Source: an optimization exercise on an open RTL-to-GDS flow (aim: a short achievable clock period and few clock cycles). Production flows keep margins and buffers that such runs may drop. Function was checked by simulation only, so behaviour that the tests miss may differ from the original. Power is estimated from default activity; no workload was simulated.

File: flow/run.sh
#!/bin/bash
# synth_recipe.tcl (not shown) runs the flow's synth.tcl, then flattens the netlist and writes it again
# the make line also repeats each setting of config.mk as NAME=value (left out here)
make -C /OpenROAD-flow-scripts/flow DESIGN_CONFIG=/design/flow/config.mk WORK_HOME=/design/flow/orfs CLKGATE_MAP_FILE= SYNTH_SCRIPT=/design/flow/synth_recipe.tcl finish
File: flow/config.mk
export PLATFORM = sky130hd
export DESIGN_NAME = nibble_core
export DESIGN_NICKNAME = nibble_core
export VERILOG_FILES = /design/flow/design.v
export SDC_FILE = /design/flow/constraint.sdc
export NUM_CORES = 4
export LEC_CHECK = 0
export ABC_CLOCK_PERIOD_IN_PS = 3000
export CAP_MARGIN = 20
export CORE_MARGIN = 2
export CORE_UTILIZATION = 40
export SETUP_SLACK_MARGIN = 3.0
export SLEW_MARGIN = 20
File: flow/constraint.sdc
create_clock -name core_clock -period 6.5 [get_ports {clk}]
set_input_delay 1.3000 -clock core_clock [delete_from_list [all_inputs] [get_ports {clk}]]
set_output_delay 1.3000 -clock core_clock [all_outputs]
set_load 0.01 [all_outputs]
File: flow/design.v
module nibble_core (
    input  wire         clk,
    input  wire         rst_n,         
    input  wire         cmd_valid,
    output wire         cmd_ready,
    input  wire [127:0] cmd_word,
    output wire         done,
    output wire [2:0]   result,
    output reg          vram_req,
    output reg          vram_we,
    output reg  [15:0]  vram_addr,
    output reg  [7:0]   vram_wdata,
    input  wire         vram_gnt,
    input  wire [7:0]   vram_rdata,
    output reg          text_req,
    output reg  [15:0]  text_addr,
    input  wire         text_gnt,
    input  wire [7:0]   text_rdata,
    output reg          font_req,
    output reg  [8:0]   font_addr,
    input  wire         font_gnt,
    input  wire [7:0]   font_rdata
);
    localparam W   = 320;
    localparam H   = 240;
    localparam RB  = 160;
    localparam SBC = 38400;
    localparam OP_SETADDR    = 8'h01;
    localparam OP_SETSTEP    = 8'h02;
    localparam OP_WRBYTE     = 8'h03;
    localparam OP_RMW        = 8'h04;
    localparam OP_CLEAR      = 8'h10;
    localparam OP_SETPIXEL   = 8'h11;
    localparam OP_DRAWLINE   = 8'h20;
    localparam OP_DRAWGLYPH  = 8'h30;
    localparam OP_DRAWSTRING = 8'h31;
    localparam E_OK    = 3'd0;
    localparam E_ADDR  = 3'd1;
    localparam E_GEOM  = 3'd2;
    localparam E_CHAR  = 3'd3;
    localparam E_COLOR = 3'd4;
    localparam E_STEP  = 3'd5;
    localparam E_ILL   = 3'd6;
    localparam M_FILL = 2'd0;
    localparam M_RMW  = 2'd1;
    localparam M_GLY  = 2'd2;
    reg [15:0]  ADDR;
    reg         STEP;
    reg         addr_oor;            
    reg         busy;                
    reg         dec;                 
    reg         done_q;              
    reg [2:0]   result_q;
    wire        done_now;            
    wire        dec_fin;             
    wire [2:0]  dec_res;
    wire        dec_done = dec && dec_fin;
    assign done      = done_q || done_now || dec_done;
    assign result    = dec ? dec_res : result_q;
    assign cmd_ready = !busy || done_now || dec_done;
    wire accept = cmd_valid && cmd_ready;
    reg [127:0] cw;
    wire [7:0]  c_op = cmd_word[7:0];
    wire c_z24  = (cmd_word[127:24]  == 0);
    wire c_z9   = (cmd_word[127:9]   == 0);
    wire c_z16  = (cmd_word[127:16]  == 0);
    wire c_z48  = (cmd_word[127:48]  == 0);
    wire c_z80  = (cmd_word[127:80]  == 0);
    wire c_z120 = (cmd_word[127:120] == 0);
    wire c_z72  = (cmd_word[127:72]  == 0);
    wire c_setaddr = (c_op == OP_SETADDR)    && c_z24;
    wire c_setstep = (c_op == OP_SETSTEP)    && c_z9;
    wire c_wrbyte  = (c_op == OP_WRBYTE)     && c_z16;
    wire c_rmw     = (c_op == OP_RMW)        && c_z24;
    wire c_clear   = (c_op == OP_CLEAR)      && c_z16;
    wire c_pixel   = (c_op == OP_SETPIXEL)   && c_z48;
    wire c_line    = (c_op == OP_DRAWLINE)   && c_z80;
    wire c_glyph   = (c_op == OP_DRAWGLYPH)  && c_z120;
    wire c_string  = (c_op == OP_DRAWSTRING) && c_z72;
    wire c_legal   = c_setaddr | c_setstep | c_wrbyte | c_rmw | c_clear |
                     c_pixel | c_line | c_glyph | c_string;
    wire [15:0] c_x   = cmd_word[23:8];
    wire [15:0] c_y   = cmd_word[39:24];
    wire [15:0] c_x1  = cmd_word[55:40];
    wire [15:0] c_y1  = cmd_word[71:56];
    wire        c_xoor  = (c_x >= W);
    wire        c_yoor  = (c_y >= H);
    wire        c_px_col = (cmd_word[47:44] != 4'd0);
    wire        c_ln_oor = c_xoor || c_yoor || (c_x1 >= W) || (c_y1 >= H);
    wire        c_vert  = (c_x == c_x1) && (c_y <= c_y1);
    wire        c_horz  = (c_y == c_y1) && (c_x < c_x1);
    wire        c_ln_col = (cmd_word[79:76] != 4'd0);
    wire        c_gl_oor = (c_x > W - 8) || (c_y > H - 8);
    wire        c_gl_col = (cmd_word[47:44] != 4'd0) || (cmd_word[55:52] != 4'd0);
    wire        c_cl_col = (cmd_word[15:12] != 4'd0);
    wire        c_sa_oor = (c_x >= SBC);
    reg         c_fin;
    reg [2:0]   c_res;
    always @(*) begin
        c_fin = 1'b1; c_res = E_OK;
        if (!c_legal)                  c_res = E_ILL;
        else if (c_setaddr)            c_res = c_sa_oor ? E_ADDR : E_OK;
        else if (c_setstep)            c_res = E_OK;
        else if (c_clear && c_cl_col)  c_res = E_COLOR;
        else if (c_pixel && c_xoor)    c_res = E_ADDR;
        else if (c_pixel && c_yoor)    c_res = E_ADDR;
        else if (c_pixel && c_px_col)  c_res = E_COLOR;
        else if (c_line && c_ln_oor)   c_res = E_ADDR;
        else if (c_line && !c_vert && !c_horz) c_res = E_GEOM;
        else if (c_line && c_ln_col)   c_res = E_COLOR;
        else if (c_glyph && c_gl_oor)  c_res = E_ADDR;
        else if (c_glyph && c_gl_col)  c_res = E_COLOR;
        else                           c_fin = 1'b0;
    end
    reg pd_fin; reg [2:0] pd_res;
    reg pd_setaddr, pd_setstep, pd_wrbyte, pd_rmw, pd_clear, pd_pixel, pd_vline,
        pd_hline, pd_glyph, pd_string;
    reg pd_sxok;    
    always @(posedge clk) begin
        cw         <= cmd_word;
        pd_fin     <= c_fin;
        pd_res     <= c_res;
        pd_setaddr <= c_setaddr && !c_sa_oor;
        pd_setstep <= c_setstep;
        pd_wrbyte  <= c_wrbyte;
        pd_rmw     <= c_rmw;
        pd_clear   <= c_clear;
        pd_pixel   <= c_pixel;
        pd_vline   <= c_line && c_vert;
        pd_hline   <= c_line && !c_vert;
        pd_glyph   <= c_glyph;
        pd_string  <= c_string;
        pd_sxok    <= (cmd_word[39:24] <= W - 8) && (cmd_word[55:40] <= H - 8);
    end
    wire [15:0] d_x   = cw[23:8];
    wire [15:0] d_y   = cw[39:24];
    wire [15:0] d_x1  = cw[55:40];
    wire [15:0] d_y1  = cw[71:56];
    wire [15:0] d_sx  = cw[39:24];
    wire [15:0] d_sy  = cw[55:40];
    wire [15:0] d_a0  = {d_y[8:0], 7'd0} + {d_y[10:0], 5'd0} + {1'b0, d_x[15:1]};
    wire [15:0] d_a0p = {d_y[8:0], 7'd0} + {d_y[10:0], 5'd0} + {1'b0, d_x[15:1]} + 16'd1;
    wire [15:0] d_a1  = {d_y1[8:0], 7'd0} + {d_y1[10:0], 5'd0} + {1'b0, d_x1[15:1]};
    wire [15:0] d_a0r = {d_y[8:0], 7'd0} + {d_y[10:0], 5'd0} + {1'b0, d_x[15:1]} + RB;
    wire [15:0] d_sa0 = {d_sy[8:0], 7'd0} + {d_sy[10:0], 5'd0} + {1'b0, d_sx[15:1]};
    wire [15:0] d_sa0r= {d_sy[8:0], 7'd0} + {d_sy[10:0], 5'd0} + {1'b0, d_sx[15:1]} + RB;
    wire [15:0] d_ga4 = {d_y[8:0], 7'd0} + {d_y[10:0], 5'd0} + {1'b0, d_x[15:1]} + 16'd4;
    wire [7:0]  d_hnk = d_x1[8:1] - d_x[8:1];       
    wire [7:0]  d_vnr = d_y1[7:0] - d_y[7:0];       
    wire [3:0]  d_gfg = cw[43:40];
    wire [3:0]  d_gbg = cw[51:48];
    wire [8:0]  d_sroom9 = 9'd312 - d_sx[8:0];
    wire [5:0]  d_sroom  = pd_sxok ? (d_sroom9[8:3] + 6'd1) : 6'd0;
    assign dec_fin = pd_fin || (pd_wrbyte && addr_oor) || (pd_rmw && (addr_oor || STEP));
    assign dec_res = pd_fin ? pd_res : (addr_oor ? E_ADDR : E_STEP);
    reg         run;                 
    reg [1:0]   mode;
    reg         upd_addr;            
    reg [7:0]   fill;
    reg [7:0]   rmw_m, rmw_v;
    reg         head_p, tail_p;      
    reg         xodd;                
    reg [3:0]   fg, bg;
    reg [63:0]  G0, G1;              
    reg [7:0]   gv0, gv1;            
    reg [1:0]   buf_free;            
    reg [7:0]   pcol7;               
    reg         p_valid;
    reg [15:0]  p_addr, p_rowaddr, p_charbase;
    reg [7:0]   p_k, nk_last;
    reg [7:0]   p_r, nr_last;
    reg [5:0]   p_i, ni_last;
    reg         p_tail;
    reg         w_go;                
    reg         o_valid;
    reg [15:0]  o_addr;
    reg         o_part;
    reg [7:0]   o_keep, o_nd;
    reg [15:0]  r_addr;              
    reg [7:0]   r_cnt;               
    reg         r_col;               
    reg         has_b;               
    reg [7:0]   nr;                  
    reg [15:0]  tb_addr;             
    reg         b_ok;                
    reg [3:0]   occ;                 
    reg [7:0]   fd [0:7];
    reg [2:0]   f_wp, f_rp;
    reg [3:0]   f_cnt;
    reg         rd_cap_q;
    reg         sc_active;
    reg         tcap_q;
    reg [5:0]   sc_n;
    reg [5:0]   sc_room;
    reg         sc_colbad;
    reg [5:0]   codes [0:39];
    reg         sc_n_ok;
    reg [5:0]   f_char;
    reg [2:0]   f_row;
    reg         f_busy;
    reg         fo_buf;  reg [2:0] fo_row;
    reg         fcap_q;
    reg         fcap_buf; reg [2:0] fcap_row;
    wire [63:0] gbuf   = p_i[0] ? G1 : G0;
    wire [7:0]  gvb    = p_i[0] ? gv1 : gv0;
    wire [7:0]  grow   = gbuf[{p_r[2:0], 3'd0} +: 8];
    wire        grow_v = gvb[p_r[2:0]];
    wire        pc     = pcol7[p_r[2:0]];
    wire [8:0]  erow   = {pc, grow};
    reg         hb, lb;
    always @(*) begin
        case ({xodd, p_k[1:0]})
            3'b000: begin hb = erow[7]; lb = erow[6]; end
            3'b001: begin hb = erow[5]; lb = erow[4]; end
            3'b010: begin hb = erow[3]; lb = erow[2]; end
            3'b011: begin hb = erow[1]; lb = erow[0]; end
            3'b100: begin hb = erow[8]; lb = erow[7]; end
            3'b101: begin hb = erow[6]; lb = erow[5]; end
            3'b110: begin hb = erow[4]; lb = erow[3]; end
            default: begin hb = erow[2]; lb = erow[1]; end
        endcase
    end
    wire [3:0] hcol = hb ? fg : bg;
    wire [3:0] lcol = lb ? fg : bg;
    wire [3:0] pcol = pc ? fg : bg;
    wire p_first_k = (p_k == 8'd0);
    wire p_last_k  = (p_k == nk_last);
    wire p_last_r  = (p_r == nr_last);
    wire p_last_i  = (p_i == ni_last);
    reg        p_part;
    reg [7:0]  p_keep, p_nd;
    reg        p_gate;
    always @(*) begin
        p_part = 1'b0; p_keep = 8'h00; p_nd = fill; p_gate = 1'b1;
        case (mode)
            M_FILL: begin
                if (p_first_k && head_p) begin
                    p_part = 1'b1; p_keep = 8'hF0; p_nd = {4'h0, fill[3:0]};
                end else if (p_last_k && tail_p) begin
                    p_part = 1'b1; p_keep = 8'h0F; p_nd = {fill[7:4], 4'h0};
                end
            end
            M_RMW: begin
                p_part = 1'b1; p_keep = ~rmw_m; p_nd = rmw_v;
            end
            default: begin
                if (p_tail) begin
                    p_part = 1'b1; p_keep = 8'h0F; p_nd = {pcol, 4'h0};
                end else begin
                    p_gate = grow_v;
                    if (xodd && p_i == 6'd0 && p_first_k) begin
                        p_part = 1'b1; p_keep = 8'hF0; p_nd = {4'h0, lcol};
                    end else begin
                        p_nd = {hcol, lcol};
                    end
                end
            end
        endcase
    end
    wire        fifo_avail = (f_cnt != 4'd0) || rd_cap_q;
    wire [7:0]  fifo_head  = (f_cnt != 4'd0) ? fd[f_rp] : vram_rdata;
    wire r_ready   = (r_cnt != 8'd0) && (!r_col || b_ok) && !occ[3];
    wire w_ready   = o_valid && w_go && (!o_part || fifo_avail);
    wire port_free = !vram_req || vram_gnt;
    wire do_r = port_free && r_ready;
    wire do_w = port_free && !r_ready && w_ready;
    wire pop  = do_w && o_part;
    wire ld   = p_valid && p_gate && (!o_valid || do_w);
    assign done_now = run && !p_valid && !o_valid && vram_req && vram_we && vram_gnt;
    wire f_can     = sc_n_ok && (f_busy || ((f_char < sc_n) && buf_free[f_char[0]]));
    wire font_free = !font_req || font_gnt;
    wire [7:0] tc = text_rdata;
    wire       tc_zero = (tc == 8'd0);
    wire       tc_ok   = (tc[7:5] == 3'b001) || (tc[7:5] == 3'b010);
    wire       sc_now  = sc_active && tcap_q;
    integer j;
    always @(posedge clk) begin
        if (!rst_n) begin
            busy <= 1'b0; dec <= 1'b0; done_q <= 1'b0; result_q <= E_OK;
            ADDR <= 16'd0; STEP <= 1'b0; addr_oor <= 1'b0;
            run <= 1'b0; p_valid <= 1'b0; o_valid <= 1'b0; w_go <= 1'b0;
            r_cnt <= 8'd0; occ <= 4'd0;
            vram_req <= 1'b0; vram_we <= 1'b0;
            text_req <= 1'b0; font_req <= 1'b0;
            rd_cap_q <= 1'b0; tcap_q <= 1'b0; fcap_q <= 1'b0;
            f_cnt <= 4'd0; f_wp <= 3'd0; f_rp <= 3'd0;
            sc_active <= 1'b0; sc_n_ok <= 1'b0; f_busy <= 1'b0;
            gv0 <= 8'd0; gv1 <= 8'd0; buf_free <= 2'b11;
            upd_addr <= 1'b0;
        end else begin
            done_q <= 1'b0;
            rd_cap_q <= vram_req && vram_gnt && !vram_we;
            if (rd_cap_q) begin
                fd[f_wp] <= vram_rdata;
                f_wp <= f_wp + 3'd1;
            end
            f_cnt <= f_cnt + {3'd0, rd_cap_q} - {3'd0, pop};
            if (pop) f_rp <= f_rp + 3'd1;
            occ <= occ + {3'd0, do_r} - {3'd0, pop};
            if (port_free) vram_req <= 1'b0;
            if (do_r) begin
                vram_req  <= 1'b1;
                vram_we   <= 1'b0;
                vram_addr <= r_addr;
                if (r_cnt == 8'd1 && !r_col && has_b) begin
                    r_col  <= 1'b1;
                    r_cnt  <= nr;
                    r_addr <= tb_addr;
                end else begin
                    r_cnt  <= r_cnt - 8'd1;
                    r_addr <= r_addr + RB;
                end
            end else if (do_w) begin
                vram_req   <= 1'b1;
                vram_we    <= 1'b1;
                vram_addr  <= o_addr;
                vram_wdata <= o_part ? ((fifo_head & o_keep) | o_nd) : o_nd;
            end
            if (do_w) o_valid <= 1'b0;
            if (ld) begin
                o_valid <= 1'b1;
                o_addr  <= p_addr;
                o_part  <= p_part;
                o_keep  <= p_keep;
                o_nd    <= p_nd;
                if (!p_last_k) begin
                    p_k    <= p_k + 8'd1;
                    p_addr <= p_addr + 16'd1;
                end else if (!p_last_r) begin
                    p_k       <= 8'd0;
                    p_r       <= p_r + 8'd1;
                    p_rowaddr <= p_rowaddr + RB;
                    p_addr    <= p_rowaddr + RB;
                end else if (mode == M_GLY && !p_tail && (!p_last_i || xodd)) begin
                    p_k <= 8'd0;
                    p_r <= 8'd0;
                    for (j = 0; j < 8; j = j + 1) pcol7[j] <= gbuf[8*j];
                    if (p_i[0]) begin gv1 <= 8'd0; buf_free[1] <= 1'b1; end
                    else        begin gv0 <= 8'd0; buf_free[0] <= 1'b1; end
                    p_charbase <= p_charbase + 16'd4;
                    p_rowaddr  <= p_charbase + 16'd4;
                    p_addr     <= p_charbase + 16'd4;
                    if (!p_last_i) begin
                        p_i <= p_i + 6'd1;
                    end else begin
                        p_tail  <= 1'b1;
                        nk_last <= 8'd0;
                    end
                end else begin
                    p_valid <= 1'b0;
                    if (upd_addr) begin
                        ADDR     <= p_addr;
                        STEP     <= 1'b0;
                        addr_oor <= 1'b0;
                    end
                end
            end
            if (done_now) begin
                run  <= 1'b0;
                busy <= 1'b0;
                sc_n_ok <= 1'b0;
            end
            fcap_q   <= font_req && font_gnt;
            fcap_buf <= fo_buf;
            fcap_row <= fo_row;
            if (fcap_q) begin
                if (fcap_buf) begin
                    G1[{fcap_row, 3'd0} +: 8] <= font_rdata;
                    gv1[fcap_row] <= 1'b1;
                end else begin
                    G0[{fcap_row, 3'd0} +: 8] <= font_rdata;
                    gv0[fcap_row] <= 1'b1;
                end
            end
            if (font_free) begin
                font_req <= 1'b0;
                if (f_can) begin
                    font_req  <= 1'b1;
                    font_addr <= {codes[f_char], f_row};
                    fo_buf    <= f_char[0];
                    fo_row    <= f_row;
                    f_row     <= f_row + 3'd1;
                    if (f_row == 3'd0) buf_free[f_char[0]] <= 1'b0;
                    f_busy    <= (f_row != 3'd7);
                    if (f_row == 3'd7) f_char <= f_char + 6'd1;
                end
            end
            tcap_q <= text_req && text_gnt;
            if (text_req && text_gnt) text_addr <= text_addr + 16'd1;
            if (sc_now) begin
                if (tc_zero) begin
                    sc_active <= 1'b0;
                    text_req  <= 1'b0;
                    if (sc_colbad || sc_n == 6'd0) begin
                        done_q   <= 1'b1;
                        result_q <= sc_colbad ? E_COLOR : E_OK;
                        busy     <= 1'b0;
                        run      <= 1'b0;
                        p_valid  <= 1'b0;
                        o_valid  <= 1'b0;
                        r_cnt    <= 8'd0;
                        vram_req <= 1'b0;
                        font_req <= 1'b0;
                        sc_n_ok  <= 1'b0;
                    end else begin
                        w_go    <= 1'b1;
                        ni_last <= sc_n - 6'd1;
                        b_ok    <= 1'b1;
                        if (r_col) r_addr <= tb_addr;
                    end
                end else if (sc_room == 6'd0 || !tc_ok) begin
                    sc_active <= 1'b0;
                    text_req  <= 1'b0;
                    done_q    <= 1'b1;
                    result_q  <= (sc_room == 6'd0) ? E_ADDR : E_CHAR;
                    busy      <= 1'b0;
                    run       <= 1'b0;
                    p_valid   <= 1'b0;
                    o_valid   <= 1'b0;
                    r_cnt     <= 8'd0;
                    vram_req  <= 1'b0;
                    font_req  <= 1'b0;
                    sc_n_ok   <= 1'b0;
                end else begin
                    codes[sc_n] <= {~tc[5], tc[4:0]};
                    sc_n    <= sc_n + 6'd1;
                    sc_room <= sc_room - 6'd1;
                    tb_addr <= tb_addr + 16'd4;
                end
            end
            if (dec) begin
                busy     <= 1'b0;
                result_q <= E_OK;
                f_cnt <= 4'd0; f_wp <= 3'd0; f_rp <= 3'd0; occ <= 4'd0;
                p_k <= 8'd0; p_r <= 8'd0; p_i <= 6'd0; p_tail <= 1'b0;
                ni_last <= 6'd0;
                r_col <= 1'b0; r_cnt <= 8'd0; has_b <= 1'b0; b_ok <= 1'b1;
                head_p <= 1'b0; tail_p <= 1'b0;
                upd_addr <= 1'b0;
                w_go <= 1'b1;
                o_valid <= 1'b0;
                p_valid <= 1'b0;
                font_req <= 1'b0; fcap_q <= 1'b0; sc_n_ok <= 1'b0;
                if (!dec_fin) begin
                    busy <= 1'b1;
                    run  <= 1'b1;
                end
                if (pd_setaddr) begin
                    ADDR <= cw[23:8]; addr_oor <= 1'b0;
                end
                if (pd_setstep) STEP <= cw[8];
                if (!dec_fin) begin
                    if (pd_wrbyte) begin
                        vram_req <= 1'b1; vram_we <= 1'b1;
                        vram_addr <= ADDR; vram_wdata <= cw[15:8];
                        ADDR <= ADDR + {15'd0, STEP};
                        addr_oor <= STEP && (ADDR == SBC - 1);
                    end
                    if (pd_rmw) begin
                        mode <= M_RMW; rmw_m <= cw[15:8]; rmw_v <= cw[23:16];
                        p_valid <= 1'b1; p_addr <= ADDR;
                        nk_last <= 8'd0; nr_last <= 8'd0;
                        vram_req <= 1'b1; vram_we <= 1'b0; vram_addr <= ADDR; occ <= 4'd1;
                    end
                    if (pd_clear) begin
                        mode <= M_FILL; fill <= {cw[11:8], cw[11:8]};
                        p_valid <= 1'b1; p_addr <= 16'd0; p_rowaddr <= 16'd0;
                        nk_last <= RB - 1; nr_last <= H - 1;
                        ADDR <= SBC; STEP <= 1'b1; addr_oor <= 1'b1;
                    end
                    if (pd_pixel) begin
                        mode <= M_FILL; fill <= {cw[43:40], cw[43:40]};
                        p_valid <= 1'b1; p_addr <= d_a0; p_rowaddr <= d_a0;
                        nk_last <= 8'd0; nr_last <= 8'd0;
                        head_p <= d_x[0]; tail_p <= !d_x[0];
                        vram_req <= 1'b1; vram_we <= 1'b0; vram_addr <= d_a0; occ <= 4'd1;
                        ADDR <= d_a0; STEP <= 1'b0; addr_oor <= 1'b0;
                    end
                    if (pd_vline) begin
                        mode <= M_FILL; fill <= {cw[75:72], cw[75:72]};
                        p_valid <= 1'b1; p_addr <= d_a0; p_rowaddr <= d_a0;
                        nk_last <= 8'd0; nr_last <= d_vnr;
                        head_p <= d_x[0]; tail_p <= !d_x[0];
                        vram_req <= 1'b1; vram_we <= 1'b0; vram_addr <= d_a0; occ <= 4'd1;
                        r_cnt <= d_vnr; r_addr <= d_a0r;
                        ADDR <= d_a1; STEP <= 1'b0; addr_oor <= 1'b0;
                    end
                    if (pd_hline) begin
                        mode <= M_FILL; fill <= {cw[75:72], cw[75:72]};
                        nk_last <= d_hnk; nr_last <= 8'd0;
                        head_p <= d_x[0]; tail_p <= !d_x1[0];
                        tb_addr <= d_a1;
                        ADDR <= d_a1; STEP <= 1'b0; addr_oor <= 1'b0;
                        if (d_x[0]) begin
                            vram_req <= 1'b1; vram_we <= 1'b0; vram_addr <= d_a0; occ <= 4'd1;
                            p_valid <= 1'b1; p_addr <= d_a0; p_rowaddr <= d_a0;
                            r_col <= 1'b1; r_addr <= d_a1;
                            r_cnt <= !d_x1[0] ? 8'd1 : 8'd0;
                        end else if (d_x1[0]) begin
                            vram_req <= 1'b1; vram_we <= 1'b1; vram_addr <= d_a0;
                            vram_wdata <= {cw[75:72], cw[75:72]};
                            o_valid <= (d_hnk != 8'd0);
                            o_addr  <= d_a0p; o_part <= 1'b0; o_nd <= {cw[75:72], cw[75:72]};
                            p_valid <= (d_hnk[7:1] != 7'd0);
                            p_k <= 8'd2; p_addr <= d_a0p + 16'd1; p_rowaddr <= d_a0;
                        end else begin
                            p_valid <= 1'b1; p_addr <= d_a0; p_rowaddr <= d_a0;
                            r_col <= 1'b1; r_addr <= d_a1; r_cnt <= 8'd1;
                        end
                    end
                    if (pd_glyph) begin
                        mode <= M_GLY; xodd <= d_x[0]; upd_addr <= 1'b1;
                        fg <= d_gfg; bg <= d_gbg;
                        G0 <= cw[119:56]; gv0 <= 8'hFF; gv1 <= 8'h00;
                        p_valid <= 1'b1; p_rowaddr <= d_a0; p_charbase <= d_a0;
                        nk_last <= 8'd3; nr_last <= 8'd7;
                        tb_addr <= d_ga4; nr <= 8'd8;
                        vram_req <= 1'b1; vram_we <= !d_x[0]; vram_addr <= d_a0;
                        vram_wdata <= {cw[63] ? d_gfg : d_gbg, cw[62] ? d_gfg : d_gbg};
                        if (d_x[0]) begin
                            p_addr <= d_a0; occ <= 4'd1;
                            r_cnt <= 8'd7; r_addr <= d_a0r; has_b <= 1'b1;
                        end else begin
                            o_valid <= 1'b1; o_addr <= d_a0p; o_part <= 1'b0;
                            o_nd <= {cw[61] ? d_gfg : d_gbg, cw[60] ? d_gfg : d_gbg};
                            p_k <= 8'd2; p_addr <= d_a0p + 16'd1;
                        end
                    end
                    if (pd_string) begin
                        mode <= M_GLY; xodd <= d_sx[0]; upd_addr <= 1'b1;
                        fg <= cw[59:56]; bg <= cw[67:64];
                        gv0 <= 8'h00; gv1 <= 8'h00; buf_free <= 2'b11;
                        w_go <= 1'b0; b_ok <= 1'b0;
                        p_valid <= 1'b1; p_addr <= d_sa0; p_rowaddr <= d_sa0; p_charbase <= d_sa0;
                        nk_last <= 8'd3; nr_last <= 8'd7;
                        tb_addr <= d_sa0; nr <= 8'd8;
                        if (d_sx[0] && pd_sxok) begin
                            vram_req <= 1'b1; vram_we <= 1'b0; vram_addr <= d_sa0; occ <= 4'd1;
                            r_cnt <= 8'd7; r_addr <= d_sa0r; has_b <= 1'b1;
                        end
                        sc_active <= 1'b1;
                        sc_n      <= 6'd0;
                        sc_room   <= d_sroom;
                        sc_colbad <= (cw[63:60] != 4'd0) || (cw[71:68] != 4'd0);
                        sc_n_ok   <= 1'b1;
                        f_char    <= 6'd0;
                        f_row     <= 3'd0;
                        f_busy    <= 1'b0;
                    end
                end
            end
            if (dec && !pd_string) text_req <= 1'b0;
            dec <= accept;
            if (accept) begin
                busy <= 1'b1;
                if (cmd_word[7:0] == OP_DRAWSTRING) begin
                    text_req  <= 1'b1;
                    text_addr <= cmd_word[23:8];
                end
            end
        end
    end
endmodule
==> results of run 1 <==
==> metal layers <==
metal | wire length (um) | vias up | part of all wire [%]
li1 | - | 18298 | -
met5 | 64 | - | 0.034
met1 | 75780 | 20726 | 40
met4 | 9676 | 10 | 5.1
met2 | 82650 | 2445 | 43
met3 | 22530 | 512 | 12
==> power by group through the flow <==
stage	combinational (uW)	sequential (uW)	clock, uW
4_1_cts	3290	6900	6180
3_3_place_gp	2930	7030	0
6_report	3650	6920	6090
3_5_place_dp	2980	7030	0
2_1_floorplan	1850	6900	0
5_1_grt	3870	6930	6380
==> sequential cells by signal, summed over array words and instances, names as in the netlist, 64 cells and up, named ones only <==
name	count
G0	64
G1	64
codes	240
cw	112
fd	64
==> layout by cell type (no fill, tap or decap), types with 24 or more instances in the layout <==
master,instances
sky130_fd_sc_hd__nand2_1,425
sky130_fd_sc_hd__a31oi_1,52
sky130_fd_sc_hd__xnor2_1,146
sky130_fd_sc_hd__a21oi_1,334
sky130_fd_sc_hd__nor4_1,25
sky130_fd_sc_hd__mux4_2,116
sky130_fd_sc_hd__clkdlybuf4s50_1,172
sky130_fd_sc_hd__clkbuf_16,116
sky130_fd_sc_hd__nor3_1,59
sky130_fd_sc_hd__o22ai_1,61
sky130_fd_sc_hd__a32oi_1,31
sky130_fd_sc_hd__and3_1,40
sky130_fd_sc_hd__o211ai_1,33
sky130_fd_sc_hd__a211oi_1,42
sky130_fd_sc_hd__a22o_1,45
sky130_fd_sc_hd__buf_6,25
sky130_fd_sc_hd__nor2b_1,39
sky130_fd_sc_hd__mux2i_1,92
sky130_fd_sc_hd__xor2_1,84
sky130_fd_sc_hd__edfxtp_1,710
sky130_fd_sc_hd__nand2b_1,27
sky130_fd_sc_hd__nor2_1,424
sky130_fd_sc_hd__dfxtp_1,176
sky130_fd_sc_hd__nand4_1,55
sky130_fd_sc_hd__nor2_2,24
sky130_fd_sc_hd__a22oi_1,84
sky130_fd_sc_hd__fa_1,35
sky130_fd_sc_hd__a21o_1,33
sky130_fd_sc_hd__nand3_1,109
sky130_fd_sc_hd__o21ai_0,270
sky130_fd_sc_hd__inv_1,160
sky130_fd_sc_hd__buf_4,203
sky130_fd_sc_hd__mux2_2,29
sky130_fd_sc_hd__ha_1,138
==> worst register-to-register path, cell delays in order (launching register included) <==
cell and delay, ps:
sky130_fd_sc_hd__dfxtp_4 390, sky130_fd_sc_hd__clkinvlp_4 140, sky130_fd_sc_hd__ha_4 230, sky130_fd_sc_hd__fa_1 470, sky130_fd_sc_hd__inv_1 40, sky130_fd_sc_hd__ha_2 190, sky130_fd_sc_hd__inv_2 60, sky130_fd_sc_hd__fa_2 200
sky130_fd_sc_hd__inv_1 50, sky130_fd_sc_hd__maj3_2 350, sky130_fd_sc_hd__a2111oi_4 350, sky130_fd_sc_hd__o41ai_2 110, sky130_fd_sc_hd__a21oi_1 160, sky130_fd_sc_hd__xnor2_1 200, sky130_fd_sc_hd__o21ai_1 110, sky130_fd_sc_hd__a21oi_1 190
sky130_fd_sc_hd__o22ai_1 90
==> through the flow <==
step	power [uW]	hold WS (ps)
after floorplan	8746	400.3
after global placement	9961	404.2
after detailed placement	10000	408.9
after CTS	16370	449.5
after global routing	17180	454.0
final	16660	447.5
==> layout make-up <==
cell class	count	area, sq um
Fill cell	11295	64290
Sequential cell	919	25590
Multi-Input combinational cell	3338	25010
Timing Repair Buffer	471	4578
Clock buffer	129	2843
Tap cell	1650	2064
Clock inverter	62	678.2
Inverter	173	668.1
Antenna cell	4	10.01
==> kinds of logic after synthesis <==
logic type / synth area share [%]
simple gates: 12.91
mux: 7.946
flops: 50.31
compound gates: 15.36
xor+xnor: 4.389
fa+ha+maj: 5.623
buf+inv: 3.451
==> worst paths after layout <==
check | to | slack, ps
setup / recovery | pd_fin | 2720
hold / removal | fcap_buf | 450
setup reg to reg | r_addr[15] | 2900
hold reg to reg | fcap_buf | 450
==> repair_timing <==
| action | CTS | global route |
|---|---|---|
| setup endpoints to repair | 358 | 337 |
| resized for setup | 298 | 202 |
| setup buffers | 87 | 59 |
| gates cloned | 1 | 7 |
| pin swaps | 63 | 85 |
==> out/qor.csv, run 1 <==
stage,metric,value,unit
timing,timing.fmax,264.5,MHz
timing,final.setup_skew,51.71,ps
pwr,p_per_area,271.2,nW/um^2
synthesis,synth.distinct_cells,92,
clocking,cts-root-to-sink-buffers,3,
critical_path,timing.rr.start,cw[24],
synthesis,post-synth-top-count-cell,sky130_fd_sc_hd__edfxtp_1,
global_routing,grtUsageMet3,8.132,%
global_routing,largest_net_degree_at_the_start_of_global_routing,131,
timing,report.final.setup_viol,0,
synthesis,synth-edff-count,710,
timing,timing_worst_slew_pin_value,1272,ps
pwr,netSwitchingFraction,30.39,%
floorplan,die_x,360.0,um
synthesis,dominantRegCellSynth,sky130_fd_sc_hd__edfxtp_1,
drt,initialDrtViolationCount,5328,
global_routing,gr-max-usage-layer,met2,
timing,setup_slack_of_the_critical_path_after_layout,2719,ps
clocking,post_cts_hold_buffer_count,0,
placed_design,post-place-cells,6397,
final_layout,layout.nets,5363,
hold_path,hold_path_depth,0,
floorplan,floorplan.core_area,125700,sq um
floorplan,io_pins,216,
critical_path,r2r.worst_path.cells,16,
critical_path,worstPathBufferInverterCount,2,
timing,unrepaired_setup_endpoints_after_global_routing,true,
final_layout,finish.instance_area,61440,sq um
global_routing,grt_antenna_before_repair,14,
pwr,p_seq_share,41.5,%
critical_path,cp.required,7130,ps
timing,slew_viol_final,0,
clocking,worst_skew_late_latency,770,ps
global_routing,grtUsageMet1,38.06,%
synthesis,synth-seq-cells,919,
synthesis,synth_area_per_cell,10.76,sq um
critical_path,cp_slowest_stage_delay,600,ps
timing,timing.final.hold_violations,0,
drt,final_antenna_net_count,0,
timing,timing.slew.headroom,14.91,%
synthesis,synth_cells,4709,
critical_path,critPathArrivalTime,4410,ps
clocking,cts_max_level,3,
drt,drt_wl_total,190700,um
hold_path,worstHoldStart,fo_buf,
critical_path,path_class,in -> reg,
synthesis,yosysSeqAreaShare,50.31,%
synthesis,netlist_top_cells_area,"sky130_fd_sc_hd__edfxtp_1 (42%), sky130_fd_sc_hd__dfxtp_1 (8.3%), sky130_fd_sc_hd__mux4_2 (5.1%), sky130_fd_sc_hd__ha_1 (3.8%), sky130_fd_sc_hd__nor2_1 (3.4%)",
clocking,cts-root-buf,sky130_fd_sc_hd__clkbuf_16,
critical_path,cp-start-kind,primary input,
run_status,status,timing/DRC/antenna clean,
floorplan,die_area,129600,sq um
pwr,power.internal,11600,uW
critical_path,critical_path.cell_chain,clkdlybuf4s50_1 > nor4_2 > nand4_1 > nor2_1 > nand4_1 > or4_4 > or4_4 > a21oi_4 > a2111oi_4 > buf_4 > nand4bb_1,
pwr,lkg_pwr,0.02184,uW
hold_path,worst_hold_path_type,reg -> reg,
synthesis,synth.top_cell.area_share,42.06,%
pwr,p_comb_share,21.9,%
placed_design,dp_worst_setup_slack,916.4,ps
global_routing,track_usage,28.31,%
final_layout,post-route-util,48.87,%
pwr,p_switching,5064,uW
global_routing,grt_first_pass_wirelength,274100,um
global_routing,grt_pass1_vias,40077,
synthesis,synth_largest_area_cell,sky130_fd_sc_hd__edfxtp_1,
pwr,maximum_ir_drop_on_the_vdd_rail,0.2331,mV
drt,detail_route.first_pass.iterations,9,
critical_path,critical_path_cell_count,11,
timing,final.setup.tns,0,ps
critical_path,crit_slowest_cell,sky130_fd_sc_hd__clkdlybuf4s50_1,
timing,finalWorstPathRequiredPeriod,3781,ps
critical_path,timing.critical_path.to_type,flop,
synthesis,async_flop_share,0,%
clocking,cts_sinks,919,
drt,count_of_unresolved_drc_violations_after_routing,0,
floorplan,fp-row-count,130,
synthesis,area_of_the_mapped_netlist,50690,sq um
drt,via_count,41991,
critical_path,crit_path_start,cmd_word[52],
clocking,cts_tree,done,
clocking,numCtsBuffers,102,
pwr,power_frac_clock,36.6,%
drt,routed_wire_per_std_cell,28.27,um
synthesis,syn_nets,5067,
clocking,clkTransAtPathRegs,60,ps
timing,period_share,58.16,%
drt,per_cell_via_count_in_the_routed_design,6.225,
placed_design,io_buffers,215,
floorplan,die_h,360.0,um
synthesis,number_of_warnings_issued_by_yosys,1,
synthesis,yosys-top-cells-count,"sky130_fd_sc_hd__edfxtp_1 (710), sky130_fd_sc_hd__nor2_1 (465), sky130_fd_sc_hd__nand2_1 (437)",
placed_design,gpl.final_weighted_congestion,0.9804,
global_routing,grt_use_met2,42.08,%
run,timing.max_cap.violations,0,
final_layout,drive_gt1_share,17.40,%
final_layout,instances_no_fill,6746,
placed_design,place.detailed.hpwl,134700,um
critical_path,crit_family,simple AND/OR/NAND/NOR gates,
global_routing,overflow,0,
critical_path,critical_path.max_fanout,3,
placed_design,placed_cell_area,54820,sq um
floorplan,start_util,40.32,%
final_layout,areaGrowthSynthToFinish,21.21,%
Testbench counts, summed over its fixed seeds: cycles 104,255.
==> inputs of run 2 (changes only) <==
--- a/flow/design.v
+++ b/flow/design.v
@@ -43,3 +43,3 @@
     localparam E_ILL   = 3'd6;
-    localparam M_FILL = 2'd0;
+    localparam M_FILL = 2'd0;   
     localparam M_RMW  = 2'd1;
@@ -56,6 +56,6 @@
     wire [2:0]  dec_res;
-    wire        dec_done = dec && dec_fin;
-    assign done      = done_q || done_now || dec_done;
-    assign result    = dec ? dec_res : result_q;
-    assign cmd_ready = !busy || done_now || dec_done;
+    reg         last_pend;           
+    assign done      = done_q || (last_pend && vram_gnt);
+    assign cmd_ready = !busy  || (last_pend && vram_gnt);
+    assign result    = result_q;
     wire accept = cmd_valid && cmd_ready;
@@ -96,20 +96,14 @@
     wire        c_sa_oor = (c_x >= SBC);
-    reg         c_fin;
-    reg [2:0]   c_res;
-    always @(*) begin
-        c_fin = 1'b1; c_res = E_OK;
-        if (!c_legal)                  c_res = E_ILL;
-        else if (c_setaddr)            c_res = c_sa_oor ? E_ADDR : E_OK;
-        else if (c_setstep)            c_res = E_OK;
-        else if (c_clear && c_cl_col)  c_res = E_COLOR;
-        else if (c_pixel && c_xoor)    c_res = E_ADDR;
-        else if (c_pixel && c_yoor)    c_res = E_ADDR;
-        else if (c_pixel && c_px_col)  c_res = E_COLOR;
-        else if (c_line && c_ln_oor)   c_res = E_ADDR;
-        else if (c_line && !c_vert && !c_horz) c_res = E_GEOM;
-        else if (c_line && c_ln_col)   c_res = E_COLOR;
-        else if (c_glyph && c_gl_oor)  c_res = E_ADDR;
-        else if (c_glyph && c_gl_col)  c_res = E_COLOR;
-        else                           c_fin = 1'b0;
-    end
+    wire c_bad_px = c_pixel && (c_xoor || c_yoor || c_px_col);
+    wire c_bad_ln = c_line && (c_ln_oor || !(c_vert || c_horz) || c_ln_col);
+    wire c_bad_gl = c_glyph && (c_gl_oor || c_gl_col);
+    wire c_bad    = !c_legal || c_setaddr || c_setstep || (c_clear && c_cl_col) ||
+                    c_bad_px || c_bad_ln || c_bad_gl;
+    wire c_r_addr = (c_setaddr && c_sa_oor) || (c_pixel && (c_xoor || c_yoor)) ||
+                    (c_line && c_ln_oor) || (c_glyph && c_gl_oor);
+    wire c_r_geom = c_line && !c_ln_oor && !(c_vert || c_horz);
+    wire c_r_col  = (c_clear && c_cl_col) || (c_pixel && !(c_xoor || c_yoor) && c_px_col) ||
+                    (c_line && !c_ln_oor && (c_vert || c_horz) && c_ln_col) ||
+                    (c_glyph && !c_gl_oor && c_gl_col);
+    wire [2:0] c_res = {!c_legal || c_r_col, !c_legal || c_r_geom, c_r_addr};
     reg pd_fin; reg [2:0] pd_res;
@@ -118,5 +112,6 @@
     reg pd_sxok;    
+    reg [15:0] yc, yc1, ysc;        
     always @(posedge clk) begin
         cw         <= cmd_word;
-        pd_fin     <= c_fin;
+        pd_fin     <= c_bad;
         pd_res     <= c_res;
@@ -133,2 +128,5 @@
         pd_sxok    <= (cmd_word[39:24] <= W - 8) && (cmd_word[55:40] <= H - 8);
+        yc         <= {cmd_word[32:24], 7'd0} + {cmd_word[34:24], 5'd0} + {1'b0, cmd_word[23:9]};
+        yc1        <= {cmd_word[64:56], 7'd0} + {cmd_word[66:56], 5'd0} + {1'b0, cmd_word[55:41]};
+        ysc        <= {cmd_word[48:40], 7'd0} + {cmd_word[50:40], 5'd0} + {1'b0, cmd_word[39:25]};
     end
@@ -140,9 +138,10 @@
     wire [15:0] d_sy  = cw[55:40];
-    wire [15:0] d_a0  = {d_y[8:0], 7'd0} + {d_y[10:0], 5'd0} + {1'b0, d_x[15:1]};
-    wire [15:0] d_a0p = {d_y[8:0], 7'd0} + {d_y[10:0], 5'd0} + {1'b0, d_x[15:1]} + 16'd1;
-    wire [15:0] d_a1  = {d_y1[8:0], 7'd0} + {d_y1[10:0], 5'd0} + {1'b0, d_x1[15:1]};
-    wire [15:0] d_a0r = {d_y[8:0], 7'd0} + {d_y[10:0], 5'd0} + {1'b0, d_x[15:1]} + RB;
-    wire [15:0] d_sa0 = {d_sy[8:0], 7'd0} + {d_sy[10:0], 5'd0} + {1'b0, d_sx[15:1]};
-    wire [15:0] d_sa0r= {d_sy[8:0], 7'd0} + {d_sy[10:0], 5'd0} + {1'b0, d_sx[15:1]} + RB;
-    wire [15:0] d_ga4 = {d_y[8:0], 7'd0} + {d_y[10:0], 5'd0} + {1'b0, d_x[15:1]} + 16'd4;
+    wire [15:0] d_a0  = yc;
+    wire [15:0] d_a0p = yc + 16'd1;
+    wire [15:0] d_a0q = yc + 16'd2;
+    wire [15:0] d_a1  = yc1;
+    wire [15:0] d_a0r = yc + RB;
+    wire [15:0] d_sa0 = ysc;
+    wire [15:0] d_sa0r= ysc + RB;
+    wire [15:0] d_ga4 = yc + 16'd4;
     wire [7:0]  d_hnk = d_x1[8:1] - d_x[8:1];       
@@ -177,3 +176,4 @@
     reg         o_part;
-    reg [7:0]   o_keep, o_nd;
+    reg [7:0]   o_keep, o_nd;        
+    reg         o_gly, o_hb, o_lb;   
     reg [15:0]  r_addr;              
@@ -204,6 +204,15 @@
     wire [63:0] gbuf   = p_i[0] ? G1 : G0;
-    wire [7:0]  gvb    = p_i[0] ? gv1 : gv0;
-    wire [7:0]  grow   = gbuf[{p_r[2:0], 3'd0} +: 8];
-    wire        grow_v = gvb[p_r[2:0]];
-    wire        pc     = pcol7[p_r[2:0]];
+    reg  [7:0]  p_rsel;              
+    reg  [7:0]  grow0, grow1;
+    integer     jr;
+    always @(*) begin
+        grow0 = 8'd0; grow1 = 8'd0;
+        for (jr = 0; jr < 8; jr = jr + 1) begin
+            grow0 = grow0 | ({8{p_rsel[jr]}} & G0[8*jr +: 8]);
+            grow1 = grow1 | ({8{p_rsel[jr]}} & G1[8*jr +: 8]);
+        end
+    end
+    wire [7:0]  grow   = p_i[0] ? grow1 : grow0;
+    wire        grow_v = p_i[0] ? |(p_rsel & gv1) : |(p_rsel & gv0);
+    wire        pc     = |(p_rsel & pcol7);
     wire [8:0]  erow   = {pc, grow};
@@ -259,2 +268,3 @@
     end
+    wire [7:0]  o_data = o_gly ? ({o_hb ? fg : bg, o_lb ? fg : bg} & ~o_keep) : o_nd;
     wire        fifo_avail = (f_cnt != 4'd0) || rd_cap_q;
@@ -268,4 +278,3 @@
     wire ld   = p_valid && p_gate && (!o_valid || do_w);
-    assign done_now = run && !p_valid && !o_valid && vram_req && vram_we && vram_gnt;
-    wire f_can     = sc_n_ok && (f_busy || ((f_char < sc_n) && buf_free[f_char[0]]));
+    assign done_now  = last_pend && vram_gnt;
     wire font_free = !font_req || font_gnt;
@@ -275,2 +284,6 @@
     wire       sc_now  = sc_active && tcap_q;
+    reg  [5:0] f_navail;            
+    wire f_can     = sc_n_ok && (f_busy || ((f_navail != 6'd0) && buf_free[f_char[0]]));
+    wire f_inc     = sc_now && !tc_zero;
+    wire f_dec     = font_free && f_can && (f_row == 3'd7);
     integer j;
@@ -278,3 +291,3 @@
         if (!rst_n) begin
-            busy <= 1'b0; dec <= 1'b0; done_q <= 1'b0; result_q <= E_OK;
+            busy <= 1'b0; dec <= 1'b0; done_q <= 1'b0; result_q <= E_OK; last_pend <= 1'b0;
             ADDR <= 16'd0; STEP <= 1'b0; addr_oor <= 1'b0;
@@ -300,2 +313,4 @@
             if (port_free) vram_req <= 1'b0;
+            if (do_w)          last_pend <= !p_valid;
+            else if (vram_gnt) last_pend <= 1'b0;
             if (do_r) begin
@@ -316,3 +331,3 @@
                 vram_addr  <= o_addr;
-                vram_wdata <= o_part ? ((fifo_head & o_keep) | o_nd) : o_nd;
+                vram_wdata <= o_part ? ((fifo_head & o_keep) | o_data) : o_data;
             end
@@ -325,2 +340,5 @@
                 o_nd    <= p_nd;
+                o_gly   <= (mode == M_GLY);
+                o_hb    <= p_tail ? pc : hb;
+                o_lb    <= lb;
                 if (!p_last_k) begin
@@ -331,2 +349,3 @@
                     p_r       <= p_r + 8'd1;
+                    p_rsel    <= {p_rsel[6:0], p_rsel[7]};
                     p_rowaddr <= p_rowaddr + RB;
@@ -336,2 +355,3 @@
                     p_r <= 8'd0;
+                    p_rsel <= 8'd1;
                     for (j = 0; j < 8; j = j + 1) pcol7[j] <= gbuf[8*j];
@@ -350,7 +370,2 @@
                     p_valid <= 1'b0;
-                    if (upd_addr) begin
-                        ADDR     <= p_addr;
-                        STEP     <= 1'b0;
-                        addr_oor <= 1'b0;
-                    end
                 end
@@ -358,2 +373,7 @@
             if (done_now) begin
+                if (upd_addr) begin
+                    ADDR     <= vram_addr;
+                    STEP     <= 1'b0;
+                    addr_oor <= 1'b0;
+                end
                 run  <= 1'b0;
@@ -365,9 +385,10 @@
             fcap_row <= fo_row;
-            if (fcap_q) begin
-                if (fcap_buf) begin
-                    G1[{fcap_row, 3'd0} +: 8] <= font_rdata;
-                    gv1[fcap_row] <= 1'b1;
-                end else begin
-                    G0[{fcap_row, 3'd0} +: 8] <= font_rdata;
-                    gv0[fcap_row] <= 1'b1;
+            for (j = 0; j < 8; j = j + 1) begin
+                if (fcap_q && fcap_buf && fcap_row == j) begin
+                    G1[8*j +: 8] <= font_rdata;
+                    gv1[j] <= 1'b1;
+                end
+                if (fcap_q && !fcap_buf && fcap_row == j) begin
+                    G0[8*j +: 8] <= font_rdata;
+                    gv0[j] <= 1'b1;
                 end
@@ -387,4 +408,6 @@
             end
+            f_navail <= f_navail + {5'd0, f_inc} - {5'd0, f_dec};
             tcap_q <= text_req && text_gnt;
             if (text_req && text_gnt) text_addr <= text_addr + 16'd1;
+            if (sc_now) codes[sc_n] <= {~tc[5], tc[4:0]};
             if (sc_now) begin
@@ -424,3 +447,2 @@
                 end else begin
-                    codes[sc_n] <= {~tc[5], tc[4:0]};
                     sc_n    <= sc_n + 6'd1;
@@ -434,3 +456,3 @@
                 f_cnt <= 4'd0; f_wp <= 3'd0; f_rp <= 3'd0; occ <= 4'd0;
-                p_k <= 8'd0; p_r <= 8'd0; p_i <= 6'd0; p_tail <= 1'b0;
+                p_k <= 8'd0; p_r <= 8'd0; p_i <= 6'd0; p_tail <= 1'b0; p_rsel <= 8'd1;
                 ni_last <= 6'd0;
@@ -442,2 +464,3 @@
                 p_valid <= 1'b0;
+                last_pend <= 1'b0;
                 font_req <= 1'b0; fcap_q <= 1'b0; sc_n_ok <= 1'b0;
@@ -446,2 +469,5 @@
                     run  <= 1'b1;
+                end else begin
+                    done_q   <= 1'b1;
+                    result_q <= dec_res;
                 end
@@ -455,2 +481,3 @@
                         vram_addr <= ADDR; vram_wdata <= cw[15:8];
+                        last_pend <= 1'b1;
                         ADDR <= ADDR + {15'd0, STEP};
@@ -502,5 +529,7 @@
                             o_valid <= (d_hnk != 8'd0);
+                            last_pend <= (d_hnk == 8'd0);
                             o_addr  <= d_a0p; o_part <= 1'b0; o_nd <= {cw[75:72], cw[75:72]};
+                            o_gly <= 1'b0; o_keep <= 8'h00;
                             p_valid <= (d_hnk[7:1] != 7'd0);
-                            p_k <= 8'd2; p_addr <= d_a0p + 16'd1; p_rowaddr <= d_a0;
+                            p_k <= 8'd2; p_addr <= d_a0q; p_rowaddr <= d_a0;
                         end else begin
@@ -524,4 +553,4 @@
                             o_valid <= 1'b1; o_addr <= d_a0p; o_part <= 1'b0;
-                            o_nd <= {cw[61] ? d_gfg : d_gbg, cw[60] ? d_gfg : d_gbg};
-                            p_k <= 8'd2; p_addr <= d_a0p + 16'd1;
+                            o_gly <= 1'b1; o_hb <= cw[61]; o_lb <= cw[60]; o_keep <= 8'h00;
+                            p_k <= 8'd2; p_addr <= d_a0q;
                         end
@@ -548,2 +577,3 @@
                         f_busy    <= 1'b0;
+                        f_navail  <= 6'd0;
                     end
--- a/flow/config.mk
+++ b/flow/config.mk
@@ -7,3 +7,3 @@
 export LEC_CHECK = 0
-export ABC_CLOCK_PERIOD_IN_PS = 3000
+export ABC_CLOCK_PERIOD_IN_PS = 2700
 export CAP_MARGIN = 20
@@ -11,3 +11,3 @@
 export CORE_UTILIZATION = 40
-export SETUP_SLACK_MARGIN = 3.0
+export SETUP_SLACK_MARGIN = 3.8
 export SLEW_MARGIN = 20
==> run 2 against run 1 <==
Net effect:
- setup slack improved by 610 ps
- register-to-register slack improved by 440 ps
- first-iteration DRC count grew 14%
- via count fell by 2.1%
- highest routed layer unchanged
- largest power group unchanged
- combinational power down 16%
- maximum frequency increased by 19%
- worst hold slack got worse by 34 ps
- largest cell class unchanged
- area after synthesis shrank 2.2%
- design area grew 3.1%
- utilization up 2.5 points
==> out/qor.csv, run 2 <==
stage,metric,value,unit,change
synthesis,main_combinational_cell_family_by_area_after_synthesis,compound AO/OA/AOI/OAI gates,,
floorplan,fp-row-count,129,,-0.77%
drt,detail_route.first_pass.iterations,7,,-2
critical_path,cp.required,7120,ps,about the same
clocking,cts_sinks,958,,+4.2%
drt,via_count,41118,,-2.1%
global_routing,track_usage,28.78,%,+0.47 points
final_layout,layout.nets,5277,,-1.6%
pwr,p_per_area,264.9,nW/um^2,-2.3%
synthesis,syn_nets,4812,,-5.0%
synthesis,area_of_the_mapped_netlist,49560,sq um,-2.2%
final_layout,largest_register,codes,,
final_layout,layout_top_registers,"codes: 240 flops, cw: 86 flops",,
critical_path,cp_slowest_stage_delay,570,ps,-30 ps
floorplan,start_util,40.19,%,-0.13 points
run,timing.max_cap.violations,0,,unchanged
placed_design,gpl.final_weighted_congestion,0.9643,,-1.6%
drt,routed_wire_per_std_cell,28.22,um,-0.16%
synthesis,post_synth_mux_area_share,7.925,%,-0.021 points
synthesis,synth_largest_area_cell,sky130_fd_sc_hd__edfxtp_1,,
global_routing,largest_net_degree_at_the_start_of_global_routing,86,,-34%
drt,count_of_unresolved_drc_violations_after_routing,0,,unchanged
floorplan,io_pins,216,,unchanged
timing,finalWorstPathRequiredPeriod,3171,ps,-609.8 ps
timing,timing_worst_slew_pin_value,1180,ps,-91.49 ps
clocking,cts_max_level,3,,unchanged
pwr,maximum_ir_drop_on_the_vdd_rail,0.2446,mV,+4.9%
synthesis,yosys-top-cells-count,"sky130_fd_sc_hd__edfxtp_1 (727), sky130_fd_sc_hd__nor2_1 (496), sky130_fd_sc_hd__nand2_1 (360)",,
synthesis,synth-seq-cells,958,,+4.2%
placed_design,post-place-cells,6165,,-3.6%
timing,final.setup_skew,65.79,ps,+14.08 ps
global_routing,grt_antenna_before_repair,7,,-7
drt,initialDrtViolationCount,6087,,+14%
hold_path,worst_hold_path_type,reg -> reg,,
final_layout,post-route-util,51.37,%,+2.5 points
synthesis,post_synth_xor_area_fraction,4.559,%,+0.17 points
clocking,cts-root-to-sink-buffers,3,,unchanged
synthesis,synth.distinct_cells,94,,+2.2%
critical_path,critPathArrivalTime,3790,ps,-620 ps
placed_design,io_buffers,215,,unchanged
critical_path,timing.critical_path.to_type,flop,,
timing,final.setup.tns,0,ps,unchanged
timing,timing.slew.headroom,21.16,%,+6.3 points
placed_design,dp_worst_setup_slack,1784,ps,+867.2 ps
timing,timing.final.hold_violations,0,,unchanged
synthesis,netlist_top_cells_area,"sky130_fd_sc_hd__edfxtp_1 (44%), sky130_fd_sc_hd__dfxtp_1 (9.3%), sky130_fd_sc_hd__mux4_2 (4.0%), sky130_fd_sc_hd__nor2_1 (3.8%), sky130_fd_sc_hd__ha_1 (3.3%)",,
final_layout,mostFrequentLayoutCell,sky130_fd_sc_hd__edfxtp_1,,
final_layout,drive_gt1_share,27.47,%,+10 points
clocking,cts-root-buf,sky130_fd_sc_hd__clkbuf_16,,
critical_path,crit_slowest_cell,sky130_fd_sc_hd__nor4b_1,,
drt,drt_wl_total,188800,um,-0.99%
synthesis,synth_cells,4493,,-4.6%
global_routing,overflow,0,,unchanged
critical_path,crit_family,compound AO/OA/AOI/OAI gates,,
final_layout,instances_no_fill,6690,,-0.83%
final_layout,largest_register_ffs,240,,unchanged
clocking,cts_tree,done,,
global_routing,grt_first_pass_wirelength,268900,um,-1.9%
synthesis,synth_compound_gate_area_share,14.07,%,-1.3 points
synthesis,synth_area_per_cell,11.03,sq um,+2.5%
critical_path,critical_path.cell_chain,clkdlybuf4s50_1 > nor4b_1 > nand4bb_4 > and2_1 > o31a_1 > o221ai_2 > o31ai_2 > a311oi_2 > o41ai_2,,
synthesis,synthSimpleGateAreaFrac,12.33,%,-0.58 points
synthesis,yosysSeqAreaShare,53.38,%,+3.1 points
floorplan,die_x,356.0,um,-1.1%
final_layout,final_cell_mix,"sky130_fd_sc_hd__edfxtp_1 (727), sky130_fd_sc_hd__nor2_1 (401), sky130_fd_sc_hd__nand2_1 (302), sky130_fd_sc_hd__buf_4 (273), sky130_fd_sc_hd__a21oi_1 (240)",,
synthesis,synth-adder-area-share,4.549,%,-1.1 points
timing,period_share,48.78,%,-9.4 points
final_layout,areaGrowthSynthToFinish,27.83,%,
drt,final_antenna_net_count,0,,unchanged
clocking,worst_skew_late_latency,760,ps,about the same
timing,setup_slack_of_the_critical_path_after_layout,3329,ps,+609.8 ps
synthesis,async_flop_share,0,%,unchanged
run_status,status,timing/DRC/antenna clean,,
timing,hold_ws,414.0,ps,-33.50 ps
synthesis,dominantRegCellSynth,sky130_fd_sc_hd__edfxtp_1,,
timing,slew_viol_final,0,,unchanged
critical_path,critical_path.max_fanout,4,,+1
placed_design,place.detailed.hpwl,126500,um,-6.0%
pwr,lkg_pwr,0.02283,uW,+4.5%
synthesis,number_of_warnings_issued_by_yosys,1,,unchanged
critical_path,cp-start-kind,primary input,,
critical_path,worstPathBufferInverterCount,1,,-1
synthesis,post-synth-top-count-cell,sky130_fd_sc_hd__edfxtp_1,,
drt,per_cell_via_count_in_the_routed_design,6.146,,-1.3%
clocking,clkTransAtPathRegs,70,ps,about the same
timing,unrepaired_setup_endpoints_after_global_routing,true,,
synthesis,synth-edff-count,727,,+2.4%
critical_path,path_class,in -> reg,,
synthesis,synth.top_cell.area_share,44.05,%,+2.0 points
floorplan,die_area,126700,sq um,-2.2%
floorplan,die_h,356.0,um,-1.1%
floorplan,floorplan.core_area,123300,sq um,-1.9%
clocking,numCtsBuffers,105,,+2.9%
timing,report.final.setup_viol,0,,unchanged
global_routing,grt_pass1_vias,38784,,-3.2%
timing,timing.fmax,315.4,MHz,+19%
[run 2: changes by cell type in the layout (fill, tap and decap cells not counted), sizes merged, moves of 32 or more]
cell,before,now
buf,258,469
clkbuf,140,173
clkdlybuf4s50,172,33
inv,169,137
mux2i,93,146
mux4,120,88
nand2,437,364
nor2,465,497
o21ai,280,243
[run 2: worst reg2reg max path, delay by kind of cell, from the launching register on]
kind	cells	cell delay (ps)
compound gates	7	1650
flops	1	430
simple gates	2	370
buf+inv	3	550
[run 2: cell families (layout without fill, tap and decap cells)]
logic type / after synthesis / in the layout
AND/OR/NAND/NOR: 1336 / 1344
AO/OA/AOI/OAI: 1093 / 1095
flip-flops: 958 / 958
buffers and inverters: 410 / 957
multiplexers: 277 / 277
XOR/XNOR: 258 / 258
adder cells (fa/ha/maj): 161 / 161
other: 0 / 3
[run 2: worst paths after layout]
check	start	end	slack, ps	cells past startpoint
setup / recovery	cmd_word[1]	pd_res[2]	3330	9
hold / removal	fo_buf	fcap_buf	410	0
setup reg to reg	p_rsel[2]	o_nd[5]	3340	12
hold reg to reg	fo_buf	fcap_buf	410	0
[run 2: layout make-up]
cell class                      instances  area (sq um)
Tap cell                             1637          2048
Clock inverter                         59         631.9
Inverter                              142         594.3
Timing Repair Buffer                  616          6095
Sequential cell                       958         26510
Clock buffer                          140          2849
Fill cell                           10763         59960
Multi-Input combinational cell       3135         24610
Antenna cell                            3         7.507
[run 2: stage by stage]
stage | power (uW) | instance area, sq um
floorplan | 9063 | 50570
global placement | 10120 | 54230
detailed placement | 10150 | 54250
CTS | 16460 | 61010
global route | 17270 | 63350
finish | 16780 | 63350
[run 2: what timing repair did]
| item | 4_1_cts | 5_1_grt |
|---|---|---|
| setup endpoints to repair | 667 | 644 |
| pin swaps | 170 | 169 |
| setup buffers | 200 | 92 |
| hold buffers | 0 | 0 |
| resized for setup | 927 | 407 |
| gates cloned | 20 | 11 |
[run 2: power breakdown]
| part | switching [uW] | internal, uW | leakage [uW] | total, uW |
|---|---|---|---|---|
| Combinational | 1660 | 1390 | 0.0125 | 3050 |
| Clock | 2680 | 3390 | 0.00169 | 6080 |
| Sequential | 680 | 6980 | 0.00868 | 7660 |
[run 2: per-layer routing]
metal | share of wire (%) | global-route usage [%]
met5 | 0.038 | 0
met1 | 40 | 39.83
met3 | 12 | 6.412
met2 | 43 | 42.77
met4 | 5.6 | 13.71
Testbench counts of run 2, summed over its fixed seeds: cycles 104,392.

[separate check: timing with driven ports]
The results above use ideal ports. As a check the final layouts listed here were re-extracted and re-timed, cells and wires unchanged. Step 1, drivers: a clkbuf_16 drives clk and a buf_2 each remaining input, both assumed. Step 2 also shifts input and output timing later by t, the mid clock arrival at the registers, as if the neighbouring blocks saw the same clock. Slacks: ideal ports / drivers / drivers and shift; pairs: ideal ports / drivers.
run	t (ns)	slack for setup (ns)	worst slew at a driven data input, ns
run 1	0.820	2.719 / 2.758 / 1.946	0.19
run 2	0.806	3.329 / 3.330 / 2.567	0.18
After both steps setup and hold are still met in every run listed. For run 1, which loses most, drivers alone change the setup slack by +0.039 ns; drivers and shift together by -0.773 ns.
